This is an optimization exercise on Yosys and OpenROAD, whose aim is small area, a short achievable clock period and few clock cycles, not a production implementation. Where RTL was checked, it was by simulation tests only, not by an equivalence proof against the original. Power and IR drop assume default switching activity.

## P
Design udps_binstat, start of the top module:
module udps_binstat (
    input  wire        clk,
    input  wire        rst,
    input  wire        s_valid,
    output wire        s_ready,
    input  wire [15:0] s_data,
    input  wire        s_last,
    output wire        r_valid,
    input  wire        r_ready,
    output reg  [63:0] r_min,
    output reg  [63:0] r_max,
    output wire [63:0] r_mean
);
Size: roughly 2100 cells after synthesis, about 220 I/O pins, ~20000 sq um of cells after synthesis.
==> flow/config.mk <==
export PLATFORM = sky130hd
export DESIGN_NAME = udps_binstat
export DESIGN_NICKNAME = udps_binstat
export VERILOG_FILES = /design/flow/design.v
export SDC_FILE = /design/flow/constraint.sdc
export NUM_CORES = 4
export LEC_CHECK = 0
export CAP_MARGIN = 20
export CORE_MARGIN = 2
export CORE_UTILIZATION = 40
export PLACE_DENSITY = 0.6
export SETUP_SLACK_MARGIN = 2.5
export SLEW_MARGIN = 20
==> flow/constraint.sdc <==
create_clock -name core_clock -period 8.0 [get_ports {clk}]
set_input_delay 1.6000 -clock core_clock [delete_from_list [all_inputs] [get_ports {clk}]]
set_output_delay 1.6000 -clock core_clock [all_outputs]
set_load 0.01 [all_outputs]
run.sh (not shown) runs the stock make flow with config.mk's settings and CLKGATE_MAP_FILE= SYNTH_SCRIPT=/design/flow/synth_recipe.tcl, a recipe that flattens the netlist after the stock synthesis.
Testbench counts of P, summed over its fixed seeds: cycles 21,538.
> inputs changed (P -> Q)
Settings: swapping 2.5 for 4.5 in SETUP_SLACK_MARGIN.
## What came out
No run among P and Q stopped early or left any final violation; all are clean.
Q leaves more setup margin than P.
Number of buffer and inverter instances along the worst setup path: Q vs P identical
| met1 routed wirelength after detailed routing | higher: Q |
Re worst reg-to-reg path cell count: P was lower than Q.
Lower register-to-register slack among P and Q: P
Sort P and Q by combinational share of power asc -> top: P
In the flow results for P and Q, the non-clock buffer share of cell area is larger on Q.
Comparing the two runs side by side, Q comes out ahead of P on clock period minus worst slack.
Going from P to Q, total power now sits higher, reported net switching power now sits higher, routed wire length now sits higher.
[inputs] R vs Q
Settings: an added ABC_AREA of 1; a change of SETUP_SLACK_MARGIN from 4.5 to 3.5.
## What came out
Changes observed in R relative to Q: worst setup slack saw a decrease, register-to-register slack grew by 0.07 ns, fraction of power consumed by the clock network saw an increase, portion of total power attributed to combinational logic has decreased. Compared with Q, R shows a lower count of clock-buffer cells in the layout. Compare R and Q | global-route usage lower: R. The final layout from R, which completed every stage, passed the timing, DRC and antenna checks at the end of the flow.
Inputs modified between R and S:
Settings: SETUP_SLACK_MARGIN changed from 3.5 to 4.0.
--- outcome ---
S gives more combinational fraction of design power than R did. Clock share of power came out lower on S than on R. Number of rows created at floorplan came out exactly the same in R and S. [S vs R] critical path depth: higher in S. The total power draw in R is 0.939 times that in S. Flip-flop and latch area of R is on par with S. Of S and R, it is S that has the higher design area. Final worst-path setup slack in S is 0.21 ns higher than in R.

* * *

before:
udps_binstat again, from the RTL that the note above started with.
Settings: LEC_CHECK=0, CAP_MARGIN=20, CORE_MARGIN=2, CORE_UTILIZATION=55, PLACE_DENSITY=0.75, SETUP_SLACK_MARGIN=3.5, SLEW_MARGIN=20; clock period 8.0 ns.
Testbench counts of before, summed over its fixed seeds: cycles 21,538.
Setup changes, before to after
- changing SETUP_SLACK_MARGIN from 3.5 to 3.0
- changing PLACE_DENSITY from 0.75 to 0.6
- setting ABC_AREA to 1 for the first time
- changing CORE_UTILIZATION from 55 to 40
- Looking at synthesized instance count, after sits about 20% higher than before does.
- Max final hold slack across before and after: after
- Compared with before, after is more frugal on power.
- Delta (after minus before): final-layout clock-cell area share grew by 0.40 points, power in combinational cells shrank by about 10%.
- From before to after the numbers moved as follows: worst max-slew margin expressed relative to the limit decreased by 15 points relative to the old numbers, slack of the critical path -0.23 ns.
- Cmp before and after / depth of the critical timing path with buffers and inverters included / lower: after

* * *

run A:
Another version of the RTL of udps_binstat (not shown whole).
For scale: about 240 flip-flops.
Design udps_binstat, start of the top module:
module udps_binstat (
    input  wire        clk,
    input  wire        rst,
    input  wire        s_valid,
    output wire        s_ready,
    input  wire [15:0] s_data,
    input  wire        s_last,
    output wire        r_valid,
    input  wire        r_ready,
    output reg  [63:0] r_min,
    output reg  [63:0] r_max,
    output wire [63:0] r_mean
);
    parameter R = 2;                      
    localparam K = 2 * R;                 
    localparam N = (54 + K - 1) / K;      
    localparam L = N * K;                 
    reg        acc_has;                   
    reg        acc_full;                  
    reg [15:0] mn, mx;
    reg [31:0] sum;
    reg [16:0] cnt;
    reg        busy;
    reg        rv;
    reg        nar;                       
    reg [16:0] rem;                       
    reg [L-1:0] y;                        
    reg [15:1] dv;                        
    reg [7:0]  d3;                        
    reg [3:0]  it;                        
  ...
Settings: LEC_CHECK=0, ABC_AREA=1, CAP_MARGIN=20, CORE_MARGIN=2, CORE_UTILIZATION=40, PLACE_DENSITY=0.6, SETUP_SLACK_MARGIN=3.75, SLEW_MARGIN=20; clock period 8.0 ns.
--- input diff run A..run C ---
- changing SETUP_SLACK_MARGIN from 3.75 to 3.5
Multi-input gate share of the layout cell area up 0.27 points in run C wrt run A
Summary: final setup slack of the worst path, run C worse than run A
Total number of vias is higher on run A
In run C the clock power share turned out 2.6 points lower than in run A.
Timing, DRC, antenna: 0 failures across run A and run C
Row worst hold slack after final layout: run C higher / run A lower
Taking run A as the reference point, the wire length of the first global-routing pass of run C falls by about 0.34%.
Going from run A to run C, overall power shrank by a few percent.
No functional check of the RTL was part of any run of this note.

* * *

Another version of the RTL of udps_binstat (not shown whole).
Size in the first run: roughly 2500 cells after synthesis, about 250 flip-flops, ~220 I/O pins, ~0.019 mm2 of cells after synthesis.
## udps_binstat
module udps_binstat (
    input  wire        clk,
    input  wire        rst,
    input  wire        s_valid,
    output wire        s_ready,
    input  wire [15:0] s_data,
    input  wire        s_last,
    output wire        r_valid,
    input  wire        r_ready,
    output reg  [63:0] r_min,
    output reg  [63:0] r_max,
    output wire [63:0] r_mean
);
export LEC_CHECK = 0
export ABC_AREA = 1
export CAP_MARGIN = 20
export CORE_MARGIN = 2
export CORE_UTILIZATION = 40
export CTS_BUF_LIST = sky130_fd_sc_hd__clkbuf_8
export PLACE_DENSITY = 0.6
export SETUP_SLACK_MARGIN = 3.75
export SLEW_MARGIN = 20
create_clock -name core_clock -period 8.0 [get_ports {clk}]
The baseline produced a clean layout.
Testbench counts at the start, summed over its fixed seeds: cycles 21,538.
Then changed:
CTS_BUF_LIST = unset   (was sky130_fd_sc_hd__clkbuf_8)
Result: Global-route usage shrinks by 0.35 points; routed wire length shrinks by 0.90%; setup slack improved by 0.0033 ns; die area does not change; synthesized area stays the same.

* * *

## v22
The RTL this note starts from:
==> flow/design.v <==
module udps_binstat (
    input  wire        clk,
    input  wire        rst,
    input  wire        s_valid,
    output wire        s_ready,
    input  wire [15:0] s_data,
    input  wire        s_last,
    output wire        r_valid,
    input  wire        r_ready,
    output reg  [63:0] r_min,
    output reg  [63:0] r_max,
    output wire [63:0] r_mean
);
    parameter R = 2;                      
    localparam K = 2 * R;                 
    localparam N = (54 + K - 1) / K;      
    localparam L = N * K;                 
    reg        acc_has;                   
    reg        acc_full;                  
    reg [15:0] mn, mx;
    reg [31:0] sum;
    reg [16:0] cnt;
    reg        busy;
    reg        rv;
    reg        nar;                       
    reg [16:0] rem;                       
    reg [L-1:0] y;                        
    reg [15:1] dv;                        
    reg [7:0]  d3;                        
    reg [5:0]  it;                        
    reg [2:0]  ph;                        
    reg [K-2:0] qs;                       
    reg [6:0]  eb;                        
    reg        zr;                        
    wire div_free = ~busy & (~rv | r_ready);
    wire load     = acc_full & div_free;
    assign s_ready = ~acc_full | div_free;
    assign r_valid = rv;
    wire s_fire = s_valid & s_ready;
    wire first  = ~acc_has;
    function [36:0] norm32(input [31:0] v);
        reg [31:0] x;
        reg [4:0]  z;
        begin
            x = v;
            z[4] = (x[31:16] == 16'd0); if (z[4]) x = x << 16;
            z[3] = (x[31:24] ==  8'd0); if (z[3]) x = x << 8;
            z[2] = (x[31:28] ==  4'd0); if (z[2]) x = x << 4;
            z[1] = (x[31:30] ==  2'd0); if (z[1]) x = x << 2;
            z[0] = ~x[31];              if (z[0]) x = x << 1;
            norm32 = {z, x};
        end
    endfunction
    function [21:0] norm17(input [16:0] v);
        reg [16:0] x;
        reg [4:0]  z;
        begin
            x = v;
            z[4] = (x[16:1]  == 16'd0); if (z[4]) x = x << 16;
            z[3] = (x[16:9]  ==  8'd0); if (z[3]) x = x << 8;
            z[2] = (x[16:13] ==  4'd0); if (z[2]) x = x << 4;
            z[1] = (x[16:15] ==  2'd0); if (z[1]) x = x << 2;
            z[0] = ~x[16];              if (z[0]) x = x << 1;
            norm17 = {z, x};
        end
    endfunction
    function [63:0] f64_of_u16(input [15:0] v);
        reg [15:0] x;
        reg [3:0]  z;
        begin
            x = v;
            z[3] = (x[15:8]  == 8'd0); if (z[3]) x = x << 8;
            z[2] = (x[15:12] == 4'd0); if (z[2]) x = x << 4;
            z[1] = (x[15:14] == 2'd0); if (z[1]) x = x << 2;
            z[0] = ~x[15];             if (z[0]) x = x << 1;
            if (!x[15])
                f64_of_u16 = 64'd0;
            else
                f64_of_u16 = {1'b0, 11'd1038 - {7'd0, z}, x[14:0], 37'd0};
        end
    endfunction
    function [16:0] sub16(input [15:0] a, input [15:0] b);
        reg [15:0] g, p, gg, pp, gn, pn;
        reg [16:0] c;
        integer i, d;
        begin
            g = a & ~b;
            p = ~(a ^ b);
            gg = g; pp = p;
            gg[0] = g[0] | p[0];
            for (d = 1; d < 16; d = d * 2) begin
                gn = gg; pn = pp;
                for (i = d; i < 16; i = i + 1) begin
                    gn[i] = gg[i] | (pp[i] & gg[i-d]);
                    pn[i] = pp[i] & pp[i-d];
                end
                gg = gn; pp = pn;
            end
            c = {gg, 1'b1};
            sub16 = {c[16], p ^ c[15:0]};
        end
    endfunction
    wire [36:0] ns   = norm32(sum);
    wire [21:0] nc   = norm17(cnt);
    wire [4:0]  zs   = ns[36:32];                       
    wire [4:0]  zc   = nc[21:17];                       
    wire [31:0] sn   = ns[31:0];
    wire [16:0] cn   = nc[16:0];
    wire        zero = ~sn[31];
    wire        fast = zero | (cn[15:0] == 16'd0);      
    wire        narw = (cn[10:1] == 10'd0);
    wire        yb  = y[L - 1 - ph];
    wire [16:0] tw  = sub16(rem[15:0], {1'b1, dv});
    wire        gw  = rem[16] | tw[16];
    wire [16:0] r_w = gw ? {tw[15:0], yb} : {rem[15:0], yb};
    wire        gend = nar | (ph == K - 1);
    wire [L-1:0] y_w = {y[L-K-1:0], qs, gw};
    function ge8(input [7:0] a, input [7:0] b);
        reg [7:0] gt, eq;
        reg gt10, eq10, gt32, eq32, gt54, eq54, gt76, eq76, gt30, eq30, gt74, eq74;
        begin
            gt = a & ~b;
            eq = ~(a ^ b);
            gt10 = gt[1] | eq[1] & gt[0];  eq10 = eq[1] & eq[0];
            gt32 = gt[3] | eq[3] & gt[2];  eq32 = eq[3] & eq[2];
            gt54 = gt[5] | eq[5] & gt[4];  eq54 = eq[5] & eq[4];
            gt76 = gt[7] | eq[7] & gt[6];  eq76 = eq[7] & eq[6];
            gt30 = gt32 | eq32 & gt10;     eq30 = eq32 & eq10;
            gt74 = gt76 | eq76 & gt54;     eq74 = eq76 & eq54;
            ge8  = gt74 | eq74 & (gt30 | eq30);
        end
    endfunction
    wire [5:0]  dn = {1'b1, dv[15:11]};
    reg [16:0]  r_n;
    reg [L-1:0] y_n;
    reg [7:0]   u, t1, t2, t3;
    reg         g1, g2, g3;
    reg [5:0]   sel;
    integer j;
    always @(*) begin
        r_n = rem;
        y_n = y;
        for (j = 0; j < R; j = j + 1) begin
            u   = r_n[16:9];
            g1  = ge8(u, {2'b00, dn});
            g2  = ge8(u, {1'b0, dn, 1'b0});
            g3  = ge8(u, d3);
            t1  = u - {2'b00, dn};
            t2  = u - {1'b0, dn, 1'b0};
            t3  = u - d3;
            sel = g3 ? t3[5:0] : g2 ? t2[5:0] : g1 ? t1[5:0] : u[5:0];
            r_n = {sel, r_n[8:0], y_n[L-1:L-2]};
            y_n = {y_n[L-3:0], g2, (g1 & ~g2) | g3};
        end
    end
    wire [L-1:0] y_s  = nar ? y_n : y_w;
    wire         q1   = y_s[K-1];
    wire [16:0]  rc   = q1 ? {1'b1, dv, 1'b0} : {2'b01, dv};
    wire         inj  = gend & (it == N - 1);
    wire [L+16:0] rcs = {{L{1'b0}}, rc} << (L - 54 + K);
    wire [L-1:0] y_d  = inj ? (y_s | rcs[L-1:0]) : y_s;
    wire         qh   = y[L-1];
    wire [51:0]  frac = qh ? y[L-2:L-53] : y[L-3:L-54];
    wire [6:0]   ex   = eb + {6'd0, qh};
    wire [10:0]  bexp = zr ? 11'd0 : 11'd1023 + {{4{ex[6]}}, ex};
    assign r_mean = {1'b0, bexp, frac};
    always @(posedge clk) begin
        if (rst) begin
            acc_has  <= 1'b0;
            acc_full <= 1'b0;
            busy     <= 1'b0;
            rv       <= 1'b0;
        end else begin
            if (s_fire) begin
                acc_has  <= ~s_last;
                acc_full <= s_last;
            end else if (load) begin
                acc_full <= 1'b0;
            end
            if (load) begin
                busy <= ~fast;
                rv   <= fast;
            end else if (busy) begin
                if (gend && it == 6'd0) begin
                    busy <= 1'b0;
                    rv   <= 1'b1;
                end
            end else if (r_ready) begin
                rv <= 1'b0;
            end
        end
    end
    always @(posedge clk) begin
        if (s_fire) begin
            if (first || s_data < mn) mn <= s_data;
            if (first || s_data > mx) mx <= s_data;
            sum <= (first ? 32'd0 : sum) + {16'd0, s_data};
            cnt <= first ? 17'd1 : cnt + 17'd1;
        end
        if (load) begin
            r_min <= f64_of_u16(mn);
            r_max <= f64_of_u16(mx);
            eb    <= 7'd14 - {2'b00, zs} + {2'b00, zc};
            zr    <= zero;
            nar   <= narw;
            dv    <= cn[15:1];
            d3    <= {2'b00, cn[16:11]} + {1'b0, cn[16:11], 1'b0};
            it    <= N - 1;
            ph    <= 3'd0;
            if (fast) begin
                rem <= 17'd0;
                y   <= {sn, {(L-32){1'b0}}};
            end else begin
                rem <= {1'b0, sn[31:16]};
                y   <= {sn[15:0], {(L-16){1'b0}}};
            end
        end else if (busy) begin
            rem <= nar ? r_n : r_w;
            qs  <= {qs, gw};
            if (gend) begin
                y  <= y_d;
                it <= it - 6'd1;
                ph <= 3'd0;
            end else begin
                ph <= ph + 3'd1;
            end
        end
    end
endmodule
export LEC_CHECK = 0
export CAP_MARGIN = 20
export CORE_MARGIN = 2
export CORE_UTILIZATION = 40
export PLACE_DENSITY = 0.6
export SETUP_SLACK_MARGIN = 3.5
export SLEW_MARGIN = 20
create_clock -name core_clock -period 8.0 [get_ports {clk}]
Testbench counts of v22, summed over its fixed seeds: cycles 21,538.
Setup changes, v22 to v4
- swapping 3.5 for 4.0 in SETUP_SLACK_MARGIN
### Flow results
- In v4 the count of clock-buffer cells in the layout turned out 3 higher than in v22.
- Run comparison: v4 capturing instance or port of the critical path r_mean[61]; v22 capturing instance or port of the critical path s_ready
- Going from v22 to v4, layout net count +86; worst slew margin relative to its limit +6.4 points.
- Compared with v22, in v4 synthesized area divided by synthesized cell count comparable, number of non-filler instances in the completed layout now larger, wire length of the first global-routing pass now larger, final core utilization now larger, routed wire length now larger.
- Cmp v4 vs v22: cell count along the critical path higher in v4
- v4 against v22; cell internal power dissipation is up by a little under 10%.
- Between v22 and v4, the post-layout total power is lower for v22.

[separate check: timing with driven ports]
No port has a modelled driver above. Below, the same layouts with a new extraction and two added sets of constraints.
Step 1 (the two cells are an assumption about what drives the block):
set clk [get_ports {clk}]
set_driving_cell -lib_cell sky130_fd_sc_hd__clkbuf_16 $clk
set_driving_cell -lib_cell sky130_fd_sc_hd__buf_2 [delete_from_list [all_inputs] $clk]
Step 2, shift: input delay + t, output delay - t, t = (earliest + latest rising clock arrival at the registers) / 2. This alone moves slack from input paths to output paths.
Three values: ideal ports, drivers, drivers and shift; two values: the first two.
run | t, ns | setup slack, ns | worst hold slack (ns) | worst register clock-pin slew, ns | worst data-port slew with drivers (ns)
P | 0.622 | 2.851 / 2.851 / 2.610 | 0.463 / 0.463 / 0.463 | 0.07 / 0.07 | 0.04
Q | 0.634 | 3.761 / 3.761 / 3.641 | 0.449 / 0.449 / 0.449 | 0.07 / 0.07 | 0.05
R | 0.621 | 3.591 / 3.539 / 3.191 | 0.455 / 0.455 / 0.455 | 0.07 / 0.07 | 0.06
S | 0.625 | 3.803 / 3.745 / 3.524 | 0.460 / 0.460 / 0.460 | 0.07 / 0.07 | 0.06
before | 0.598 | 3.480 / 3.463 / 3.218 | 0.447 / 0.447 / 0.447 | 0.07 / 0.07 | 0.04
after | 0.603 | 3.254 / 3.228 / 2.818 | 0.457 / 0.457 / 0.457 | 0.07 / 0.07 | 0.06
run A | 0.621 | 3.064 / 3.064 / 3.064 | 0.461 / 0.461 / 0.461 | 0.06 / 0.06 | 0.08
run C | 0.615 | 3.030 / 3.030 / 3.030 | 0.470 / 0.470 / 0.470 | 0.07 / 0.07 | 0.08
the first run of note 4 | 0.649 | 3.721 / 3.698 / 3.392 | 0.423 / 0.423 / 0.423 | 0.07 / 0.07 | 0.03
the second run of note 4 | 0.617 | 3.724 / 3.701 / 3.354 | 0.448 / 0.448 / 0.448 | 0.07 / 0.07 | 0.03
v22 | 0.619 | 3.580 / 3.552 / 3.121 | 0.452 / 0.452 / 0.452 | 0.07 / 0.07 | 0.03
v4 | 0.626 | 3.802 / 3.743 / 3.587 | 0.469 / 0.469 / 0.469 | 0.06 / 0.06 | 0.05
After both steps every run listed still meets setup and hold. For v22, which loses most, drivers alone change the setup slack by -0.028 ns; drivers and shift together by -0.459 ns.
